Source: an optimization exercise on an open RTL-to-GDS flow (aim: small area, a short achievable clock period and few clock cycles per item). Production flows keep margins and buffers that such runs may drop.
Only simulation tests tie the RTL to the original design; equivalence was not proved.
Power figures rest on the tool's default switching activity, not on a simulated workload.

==> inputs of run a <==
Design bq_engine, start of the top module:
module bq_engine (
    input  wire        clk,
    input  wire        rst,
    input  wire        cmd_valid,
    output wire        cmd_ready,
    input  wire [2:0]  cmd_op,
    input  wire [1:0]  cmd_idx,
    input  wire [2:0]  cmd_sub,
    input  wire [31:0] cmd_data,
    output reg         res_valid,
    output reg  [31:0] res_data
);
    localparam [2:0] OP_SETCOEF   = 3'd0;
    localparam [2:0] OP_SETTOPO   = 3'd1;
    localparam [2:0] OP_RESET     = 3'd2;
    localparam [2:0] OP_TRANSFORM = 3'd3;
    localparam [2:0] OP_RDCOEF    = 3'd4;
    localparam [2:0] OP_RDSTATE   = 3'd5;
    localparam [2:0] OP_RDTOPO    = 3'd6;
    localparam [2:0] OP_NOP       = 3'd7;
    function [31:0] flush;
        input [31:0] v;
        flush = (v[30:23] == 8'd0 && v[22:0] != 23'd0) ? 32'd0 : v;
    endfunction
    reg        q0v, q1v;
    reg [39:0] q0, q1;
    wire [39:0] cin = {cmd_op, cmd_idx, cmd_sub, cmd_data};
    assign cmd_ready = ~q1v;
    wire push = cmd_valid & ~q1v;
    wire pop;
    wire q0ld = pop | ~q0v;
    wire [39:0] q0nx = q1v ? q1 : cin;
    wire [2:0]  h_op   = q0[39:37];
    wire [1:0]  h_idx  = q0[36:35];
    wire [2:0]  h_sub  = q0[34:32];
    wire [31:0] h_data = q0[31:0];
    always @(posedge clk) begin
        if (rst) begin
            q0v <= 1'b0;
            q1v <= 1'b0;
        end else begin
            if (pop) begin
                q0v <= q1v | push;
                q1v <= q1v & push;
            end else if (push) begin
                q0v <= 1'b1;
  ...
Settings: LEC_CHECK=0, CAP_MARGIN=20, CORE_MARGIN=2, CORE_UTILIZATION=40, SLEW_MARGIN=20; clock period 22.0 ns.
run.sh (not shown) runs the stock make flow with config.mk's settings and CLKGATE_MAP_FILE= SYNTH_SCRIPT=/design/flow/synth_recipe.tcl, a recipe that flattens the netlist after the stock synthesis.
==> run b (differences from run a) <==
--- a/flow/design.v
+++ b/flow/design.v
@@ -1346,41 +1346,44 @@
     input  wire [7:0]  el,
     input  wire [24:0] lzmask,
     input  wire        sl,
     input  wire        esub,
     input  wire        near,
     input  wire        spec,
     input  wire        snan,
     input  wire        ssgn,
-    output wire [31:0] y
+    output wire [31:0] y,        
+    output wire [31:0] yf        
 );
     wire [28:0] sum2 = {1'b0, ml, 3'b000, 1'b1} + {esub, ms, esub};
     wire [27:0] sum  = sum2[28:1];
-    wire [26:0] mf   = sum[27] ? {sum[27:2], sum[1] | sum[0]} :
-                       (sum[26] | ~esub) ? sum[26:0] : {sum[25:0], 1'b0};
-    wire [8:0]  ef   = sum[27] ? {1'b0, el} + 9'd1 :
-                       (sum[26] | ~esub) ? {1'b0, el} : {1'b0, el} - 9'd1;
+    wire [7:0]  elp = el + 8'd1;
+    wire [7:0]  elm = el - 8'd1;
+    wire        rc  = sum[3] & (sum[2] | sum[1] | sum[0] | sum[4]);
+    wire        rn  = sum[2] & (sum[1] | sum[0] | sum[3]);
+    wire        rl  = sum[1] & (sum[0] | sum[2]);
+    wire [30:0] magc = (&el[7:1]) ? {8'hFF, 23'd0} : ({elp, sum[26:4]} + {30'd0, rc});
+    wire [30:0] magn = {sum[26] ? el : 8'd0, sum[25:3]} + {30'd0, rn};
+    wire [30:0] magl = {elm, sum[24:2]} + {30'd0, rl};
+    wire        left = esub & ~sum[26];
+    wire [30:0] magf = sum[27] ? magc : left ? magl : magn;
     wire [24:0] v = nd | lzmask;
     wire [4:0]  lz;
     lzc32 u_lz (.v({v, 7'b1111111}), .n(lz));
     wire [24:0] nl = nd << lz;
-    wire [26:0] mn = {nl, 2'b00};
-    wire [8:0]  en = {1'b0, el} - {4'd0, lz};
-    wire [26:0] m = near ? mn : mf;
-    wire [8:0]  e = near ? en : ef;
-    wire [7:0]  efield = m[26] ? e[7:0] : 8'd0;
-    wire        rnd    = m[2] & (m[1] | m[0] | m[3]);
-    wire [30:0] mag    = {efield, m[25:3]} + {30'd0, rnd};
-    wire        zero   = near ? ~|nd : ~|sum;
-    wire        ovf    = ~near & sum[27] & (&el[7:1]);
-    assign y = spec ? (snan ? 32'h7FC00000 : {ssgn, 8'hFF, 23'd0}) :
-               zero ? {sl & ~esub, 31'd0} :
-               ovf  ? {sl, 8'hFF, 23'd0} :
-                      {sl, mag};
+    wire [7:0]  en = el - {3'd0, lz};
+    wire [30:0] magr = {nl[24] ? en : 8'd0, nl[23:1]} + {30'd0, nl[0] & nl[1]};
+    wire [30:0] mag  = near ? magr : magf;
+    wire        zero = near ? ~|nd : ~|ml;
+    wire        sub_r = near ? ~nl[24] : (~sum[27] & ~sum[26] & ~esub);
+    wire [31:0] yz   = {sl & ~esub, 31'd0};
+    wire [31:0] ys   = snan ? 32'h7FC00000 : {ssgn, 8'hFF, 23'd0};
+    assign y  = spec ? ys : zero ? yz : {sl, mag};
+    assign yf = spec ? ys : zero ? yz : sub_r ? 32'd0 : {sl, mag};
 endmodule
 module bq_engine (
     input  wire        clk,
     input  wire        rst,
     input  wire        cmd_valid,
     output wire        cmd_ready,
     input  wire [2:0]  cmd_op,
     input  wire [1:0]  cmd_idx,
@@ -1402,16 +1405,17 @@
         flush = (v[30:23] == 8'd0 && v[22:0] != 23'd0) ? 32'd0 : v;
     endfunction
     reg        q0v, q1v;
     reg [39:0] q0, q1;
     wire [39:0] cin = {cmd_op, cmd_idx, cmd_sub, cmd_data};
     assign cmd_ready = ~q1v;
     wire push = cmd_valid & ~q1v;
     wire pop;
+    wire byp;                       
     wire q0ld = pop | ~q0v;
     wire [39:0] q0nx = q1v ? q1 : cin;
     wire [2:0]  h_op   = q0[39:37];
     wire [1:0]  h_idx  = q0[36:35];
     wire [2:0]  h_sub  = q0[34:32];
     wire [31:0] h_data = q0[31:0];
     always @(posedge clk) begin
         if (rst) begin
@@ -1419,34 +1423,41 @@
             q1v <= 1'b0;
         end else begin
             if (pop) begin
                 q0v <= q1v | push;
                 q1v <= q1v & push;
             end else if (push) begin
                 q0v <= 1'b1;
                 q1v <= q0v;
+            end else if (byp) begin
+                q1v <= 1'b0;
             end
         end
     end
     always @(posedge clk) begin
         if (q0ld) q0 <= q0nx;
         if (~q1v) q1 <= cin;
     end
     reg        bI, bO;              
     reg [1:0]  tI, tO;              
     reg [2:0]  kI, kO;              
     reg [1:0]  iI, iO;              
+    reg        hI, hO;              
+    reg        rI, rO;              
+    reg        fI, fO;              
+    reg        gI, gO;
     reg        pI, pO;              
     reg [1:0]  qI, qO;              
     reg [1:0]  jI, jO;              
     reg [31:0] xI, xO, uI, uO, vI, vO;
     reg        wv;
     reg [2:0]  wk;
     reg        wp;
+    reg        w_h, w_r;            
     wire wb_end  = wv & (wk == 3'd5);      
     wire wb_last = wb_end | (wv & wp);     
     wire anyb = bI | bO;
     wire [32*20-1:0] cf;            
     wire [32*16-1:0] st;            
     reg  [19:0]      cfv;           
     reg  [15:0]      stv;
     wire [19:0]      cfv_n;         
@@ -1502,41 +1513,57 @@
                    .spec(a1_spec), .snan(a1_snan), .ssgn(a1_ssgn));
     reg [23:0] a2_ml; reg [26:0] a2_ms; reg [24:0] a2_nd; reg [7:0] a2_el; reg [24:0] a2_lzm;
     reg a2_sl, a2_esub, a2_near, a2_spec, a2_snan, a2_ssgn;
     always @(posedge clk) begin
         a2_ml <= a1_ml; a2_ms <= a1_ms; a2_nd <= a1_nd; a2_el <= a1_el; a2_lzm <= a1_lzm;
         a2_sl <= a1_sl; a2_esub <= a1_esub; a2_near <= a1_near;
         a2_spec <= a1_spec; a2_snan <= a1_snan; a2_ssgn <= a1_ssgn;
     end
-    wire [31:0] add_y;
+    wire [31:0] add_y, add_f;
     fpadd_s2 u_a2 (.ml(a2_ml), .ms(a2_ms), .nd(a2_nd), .el(a2_el), .lzmask(a2_lzm), .sl(a2_sl),
                    .esub(a2_esub), .near(a2_near), .spec(a2_spec), .snan(a2_snan), .ssgn(a2_ssgn),
-                   .y(add_y));
-    wire [31:0] add_f = flush(add_y);
+                   .y(add_y), .yf(add_f));
     wire [31:0] mul_n = {~mul_y[31], mul_y[30:0]};
     wire early  = ((tI == 2'd3) & (kI >= 3'd4)) | (~tI[1] & (kI == 3'd5));
     wire freeO  = ~bO | wb_end;
     wire haz    = bI & (iI == h_idx) & ~early;
     wire ibusy  = (bI & (iI == h_idx)) | (bO & (iO == h_idx));
     wire [1:0] h_top = tp[2*h_idx +: 2];
     wire mergeO = bO & (kO == 3'd5) & (tO != 2'd2) & (h_top != 2'd2);
-    wire launch = q0v & (h_op == OP_TRANSFORM) & (freeO | mergeO) & ~haz;
+    reg  byo;                       
+    reg  blk;                       
+    reg  hv, rel;                   
+    reg  [31:0] hreg;
+    wire launch0 = q0v & (h_op == OP_TRANSFORM) & (freeO | mergeO) & ~haz & ~blk;
+    wire [2:0]  b_op   = q1[39:37];
+    wire [1:0]  b_idx  = q1[36:35];
+    wire [31:0] b_data = q1[31:0];
+    wire [1:0]  b_top  = tp[2*b_idx +: 2];
+    wire mergeOb = bO & (kO == 3'd5) & (tO != 2'd2) & (b_top != 2'd2);
+    assign byp  = q0v & (h_op == OP_TRANSFORM) & haz & q1v & (b_op == OP_TRANSFORM) &
+                  (b_idx != iI) & (freeO | mergeOb) & ~byo & ~blk;
+    wire launch = launch0 | byp;
+    wire [1:0]  l_top  = byp ? b_top : h_top;
+    wire [1:0]  l_idx  = byp ? b_idx : h_idx;
+    wire [31:0] l_data = byp ? b_data : h_data;
+    wire        l_mrg  = byp ? mergeOb : mergeO;
+    wire quiet  = ~anyb & ~hv & ~rel;
     wire do_sc  = q0v & (h_op == OP_SETCOEF) & ~ibusy;
-    wire do_clr = q0v & ((h_op == OP_SETTOPO) | (h_op == OP_RESET)) & ~anyb;
-    wire do_rd  = q0v & h_op[2] & (h_op != OP_NOP) & ~anyb;
+    wire do_clr = q0v & ((h_op == OP_SETTOPO) | (h_op == OP_RESET)) & quiet;
+    wire do_rd  = q0v & h_op[2] & (h_op != OP_NOP) & quiet;
     wire do_nop = q0v & (h_op == OP_NOP);
-    assign pop = launch | do_sc | do_clr | do_rd | do_nop;
+    assign pop = launch0 | do_sc | do_clr | do_rd | do_nop;
     wire [31:0] rd_val = (h_op == OP_RDCOEF)  ? m_acc :
                          (h_op == OP_RDSTATE) ? m_bcc : {30'd0, tp[2*h_idx +: 2]};
     wire       nb = launch | (bO & ~wb_end);
-    wire [1:0] nt = launch ? h_top : tO;
+    wire [1:0] nt = launch ? l_top : tO;
     wire [2:0] nk = launch ? 3'd0 : kO;
-    wire [1:0] ni = launch ? h_idx : iO;
-    wire       np = launch & mergeO;
+    wire [1:0] ni = launch ? l_idx : iO;
+    wire       np = launch & l_mrg;
     wire [1:0] nq_t = tO;
     wire [39:0] nq = q0ld ? q0nx : q0;
     wire        nrd = ~nb & nq[39] & (nq[39:37] != OP_NOP);
     reg [4:0] d_c;
     reg [6:0] d_mb;
     reg [5:0] d_aa;
     reg [3:0] d_ab;
     reg       d_sub;
@@ -1653,36 +1680,54 @@
     wire wr_s2 = w_s2f | w_s2a;
     wire wr_s3 = w_s3u | w_s3m;
     always @(posedge clk) begin
         if (rst) begin
             bI        <= 1'b0;
             bO        <= 1'b0;
             wv        <= 1'b0;
             res_valid <= 1'b0;
+            byo       <= 1'b0;
+            blk       <= 1'b0;
+            hv        <= 1'b0;
+            rel       <= 1'b0;
         end else begin
             bO <= bI;
             bI <= nb;
             wv <= bI;
-            res_valid <= wb_last | do_rd;
+            res_valid <= (wb_last & ~w_h) | rel | do_rd;
+            if (byp) byo <= 1'b1;
+            else if (launch0) byo <= 1'b0;
+            blk <= launch0 & byo;
+            if (wb_last & w_h) hv <= 1'b1;
+            else if (rel) hv <= 1'b0;
+            rel <= wb_last & w_r;
         end
-        if (wb_last)    res_data <= w_oadd ? add_f : vO;
-        else if (do_rd) res_data <= rd_val;
+        if (wb_last & w_h) hreg <= w_oadd ? add_f : vO;
+        if (wb_last & ~w_h) res_data <= w_oadd ? add_f : vO;
+        else if (rel)       res_data <= hreg;
+        else if (do_rd)     res_data <= rd_val;
     end
     always @(posedge clk) begin
         tO <= tI; kO <= kI + 3'd1; iO <= iI;
         tI <= nt; kI <= nk; iI <= ni;
         pO <= pI; qO <= qI; jO <= jI;
         pI <= np; qI <= tO; jI <= iO;
         wk <= kI;
         wp <= pI;
+        w_h <= pI ? fI : hI;
+        w_r <= pI ? gI : rI;
+        hO <= hI; rO <= rI; fO <= fI; gO <= gI;
+        hI <= launch ? byp : hO;
+        rI <= launch ? (launch0 & byo) : rO;
+        fI <= hO; gI <= rO;
         xO <= st_x ? m_bcc : xI;
         uO <= st_u ? m_bcc : uI;
         vO <= st_v ? m_bcc : vI;
-        xI <= launch ? h_data : (w_x ? add_y : xO);
+        xI <= launch ? l_data : (w_x ? add_y : xO);
         uI <= w_um ? mul_y : (w_ua ? add_y : uO);
         vI <= w_vm ? mul_y : (w_va ? add_f : vO);
         rm <= mul_y;
         ra <= w_af ? add_f : add_y;
     end
     genvar gi, gk;
     generate
         for (gi = 0; gi < 4; gi = gi + 1) begin : g_inst
==> flow/config.mk (replaced) <==
export PLATFORM = sky130hd
export DESIGN_NAME = bq_engine
export DESIGN_NICKNAME = bq_engine
export VERILOG_FILES = /design/flow/design.v
export SDC_FILE = /design/flow/constraint.sdc
export NUM_CORES = 4
export LEC_CHECK = 0
export CAP_MARGIN = 20
export CELL_PAD_IN_SITES_DETAIL_PLACEMENT = 1
export CELL_PAD_IN_SITES_GLOBAL_PLACEMENT = 1
export CORE_MARGIN = 2
export CORE_UTILIZATION = 40
export CTS_CLUSTER_DIAMETER = 60
export CTS_CLUSTER_SIZE = 20
export SLEW_MARGIN = 20
==> impl.org <==
** Placed design
- Final weighted congestion in routability-driven placement :: between 0.9 and 1

** Outcome
- Outcome :: complete, no violations

** Synth
- The top cell type by area accounts for about a third of the synthesized area.

** Pwr
- Leakage dissipation :: 48.0 nW
- Internal power comes to between 7 and 8 mW.

** Timing
- Measured against its own limit, the worst slew margin works out to a little under an eighth.
- Final critical-path required period :: ~8.0 ns

** Cells and area
- The plain and repair buffers instantiated in the layout total around 450.
Source of the figures above: run b

==> impl.org <==
** Cells and area
- Non-clock buffers in the final layout number between 300 and 400.

** Synth
- In this run, synthesis produced a sequential element count of approximately 1900.
- Summed over its instances, the top area cell type makes up about a third of the synthesized netlist area.

** Drt
- The detailed router used layers up to and including met5.

** Timing
- Final critical-path required period :: approximately 9.2 ns
- Relative slew margins :: under 10%

** Pwr
- Leakage dissipation :: around 46 nW
- The internal power of the cells totals ~7.3 mW.

** Placed design
- Final weighted congestion in routability-driven placement :: approximately 1

** Outcome
- The run finished with no timing, DRC or antenna violations.
Source of the figures above: run a

Testbench counts of run a, summed over its fixed seeds: cycles 30,043, items 4,783.
Testbench counts of run b, summed over its fixed seeds: cycles 27,766, items 4,783.

==> port drivers added, routing unchanged <==
The results above use ideal ports. As a check the final layouts listed here were re-extracted and re-timed, cells and wires unchanged.
Step 1, drivers: a clkbuf_16 drives clk and a buf_2 each remaining input, both assumed.
Step 2 adds t to the input delays and takes it off the output delays; t is the mean of the earliest and latest rising clock arrival at the registers after step 1. Input paths then give back, and output paths get back, about the clock's delay inside the block.
Three values: ideal, step 1, step 2; two values: the first two.
| run | shift t [ns] | slack for setup (ns) | cell pins on the clock port's net |
|---|---|---|---|
| run a | 0.986 | 12.790 / 12.790 / 12.790 | 1 |
| run b | 0.971 | 14.026 / 14.026 / 14.026 | 1 |
After both steps setup and hold are still met in every run listed.
